Background: an optimization exercise with open tools, aiming at small area, a short achievable clock period and few clock cycles. Do not read the settings as production practice.
Only simulation tests tie the RTL to the original design; equivalence was not proved.
Power is estimated from default activity; no workload was simulated.

// cat64_core
module cat64_core #(
    parameter integer S     = 128,
    parameter integer W     = 8,
    parameter integer H     = 3,
    parameter integer NREG  = 8,
    parameter [31:0]  COLOR = 32'hFF3366CC
) (
    input  wire        clk,
    input  wire        rst,
    input  wire        cmd_valid,
    output wire        cmd_ready,
    input  wire [7:0]  cmd_op,
    input  wire [31:0] cmd_addr,
    input  wire [31:0] cmd_data,
    input  wire        tick,
    input  wire        sec,
    output reg         rsp_valid,
    output wire [7:0]  rsp_status,
    output wire [31:0] rsp_value,
    output reg         pix_valid,
    output wire [23:0] pix_rgb
);
==> flow/config.mk <==
export PLATFORM = sky130hd
export DESIGN_NAME = cat64_core
export DESIGN_NICKNAME = cat64_core
export VERILOG_FILES = /design/flow/design.v
export SDC_FILE = /design/flow/constraint.sdc
export NUM_CORES = 4
export LEC_CHECK = 0
export CAP_MARGIN = 20
export CORE_MARGIN = 2
export CORE_UTILIZATION = 50
export PLACE_DENSITY = 0.6
export SLEW_MARGIN = 20
==> flow/constraint.sdc <==
create_clock -name core_clock -period 10.0 [get_ports {clk}]
set_input_delay 2.0000 -clock core_clock [delete_from_list [all_inputs] [get_ports {clk}]]
set_output_delay 2.0000 -clock core_clock [all_outputs]
set_load 0.01 [all_outputs]
standard.sh (not shown) runs the stock make flow with config.mk's settings and CLKGATE_MAP_FILE= SYNTH_SCRIPT=/design/flow/synth_recipe.tcl, a recipe that flattens the netlist after the stock synthesis.
==> flow/flow/run.sh <==
#!/bin/bash
set -euo pipefail
export SETUP_SLACK_MARGIN=6
export BUFFER_PORTS_ARGS="-buffer_cell sky130_fd_sc_hd__buf_4"
bash standard.sh > standard_flow.log 2>&1
The baseline finished with timing, DRC and antenna clean.
Testbench counts at the start, summed over its fixed seeds: cycles 7,626.
Then changed:
TNS_END_PERCENT = 3   (was not set)
The new run went through all stages and came out clean.
First-iteration DRC count increases by 2.5%.
Total power hardly moves.
Worst setup slack is worse by 240 ps.
Sequential share of layout area went up by 3.8 points.
Synthesized area is unchanged.
Routed wire length decreases by about 5%.
Non-clock buffer count drops by 133.
Maximum frequency fell by 5.4%.
Then changed:
CORE_UTILIZATION = 62   (was 50)
PLACE_DENSITY = 0.72   (was 0.6)
TNS_END_PERCENT = not set   (was 3)
Outcome: Fmax increases by 7.8%. Non-clock buffer count goes up by 111. Global-route usage is higher by 8.1 points. Final area is higher by 5.5%. Synthesized area is unchanged. Worst hold slack loses 28 ps. Synthesized cell count does not change. Sequential power barely changes.
Then changed:
==> flow/run.sh (new file) <==
#!/bin/bash
# synth_recipe.tcl (not shown) runs the flow's synth.tcl, then flattens the netlist and writes it again
# the make line also repeats each setting of config.mk as NAME=value (left out here)
make -C /OpenROAD-flow-scripts/flow DESIGN_CONFIG=/design/flow/config.mk WORK_HOME=/design/flow/orfs CLKGATE_MAP_FILE= SYNTH_SCRIPT=/design/flow/synth_recipe.tcl finish
CORE_UTILIZATION = 50   (was 62)
PLACE_DENSITY = 0.6   (was 0.72)
SETUP_SLACK_MARGIN = 5   (was not set)
removed: flow/flow/run.sh
removed: flow/standard.sh
Result: The changed run finished clean; hold slack improved by 17 ps; power stays flat; routed wire length is lower by a little under a tenth; non-clock buffer count falls by 148; final area shrinks by a few percent; worst setup slack got worse by 880 ps; die area climbs by a quarter to a third; sequential share of layout area went up by 4.0 points; critical path depth came out lower by 2; global-route usage goes down by 9.0 points; core utilization went down by 19 points.

* * *

cat64_core again, from the RTL that the note above started with.
export LEC_CHECK = 0
export CAP_MARGIN = 20
export CORE_MARGIN = 2
export CORE_UTILIZATION = 50
export PLACE_DENSITY = 0.6
export SLEW_MARGIN = 20
export TNS_END_PERCENT = 10
create_clock -name core_clock -period 10.0 [get_ports {clk}]
==> flow/flow/run.sh <==
#!/bin/bash
set -euo pipefail
export SETUP_SLACK_MARGIN=6.5
export BUFFER_PORTS_ARGS="-buffer_cell sky130_fd_sc_hd__buf_4"
bash standard.sh > standard_flow.log 2>&1
Testbench counts at the start, summed over its fixed seeds: cycles 7,626.
Edit:
==> flow/flow/run.sh (replaced) <==
#!/bin/bash
set -euo pipefail
export SETUP_SLACK_MARGIN=6
export BUFFER_PORTS_ARGS="-buffer_cell sky130_fd_sc_hd__buf_4"
bash standard.sh > standard_flow.log 2>&1
The new run passed the timing, design-rule and antenna checks.
Global-route usage shrinks by 0.62 points.
Worst hold slack hardly moves.
Die area stays the same.
Critical path depth stays the same.
Final cell count shrinks by 2.3%.
Clock power is about the same.
Power shrinks by 0.95%.
First-iteration DRC count shrinks by 3.0%.
Count of clock-buffer cells in the layout does not change.
Final area shrinks by 4.2%.

what the ideal ports hide:
Ports are ideal in the flow. The routed layouts listed here were re-timed in OpenROAD.
Step 1, drivers: a clkbuf_16 drives clk and a buf_2 each remaining input, both assumed.
Step 2 adds t to the input delays and takes it off the output delays; t is the mean of the earliest and latest rising clock arrival at the registers after step 1. Input paths then give back, and output paths get back, about the clock's delay inside the block.
a / b / c = ideal ports / drivers / drivers and shift; a / b = the first two.
run	t (ns)	setup WS [ns]	hold slack, ns	worst data-port slew with drivers (ns)
the first run of note 1	0.893	5.726 / 5.676 / 4.783	0.498 / 0.498 / 0.498	0.28
the second run of note 1	0.881	5.482 / 5.509 / 4.636	0.510 / 0.510 / 0.510	0.07
the third run of note 1	0.849	5.809 / 5.776 / 4.927	0.483 / 0.483 / 0.483	0.23
the fourth run of note 1	0.889	4.927 / 4.991 / 4.102	0.500 / 0.500 / 0.500	0.11
the first run of note 2	0.894	5.778 / 5.693 / 4.935	0.510 / 0.510 / 0.510	0.34
the second run of note 2	0.878	5.717 / 5.646 / 4.857	0.509 / 0.509 / 0.509	0.30
After both steps every run listed still meets setup and hold. For the first run of note 1, which loses most, drivers alone change the setup slack by -0.050 ns; drivers and shift together by -0.943 ns.
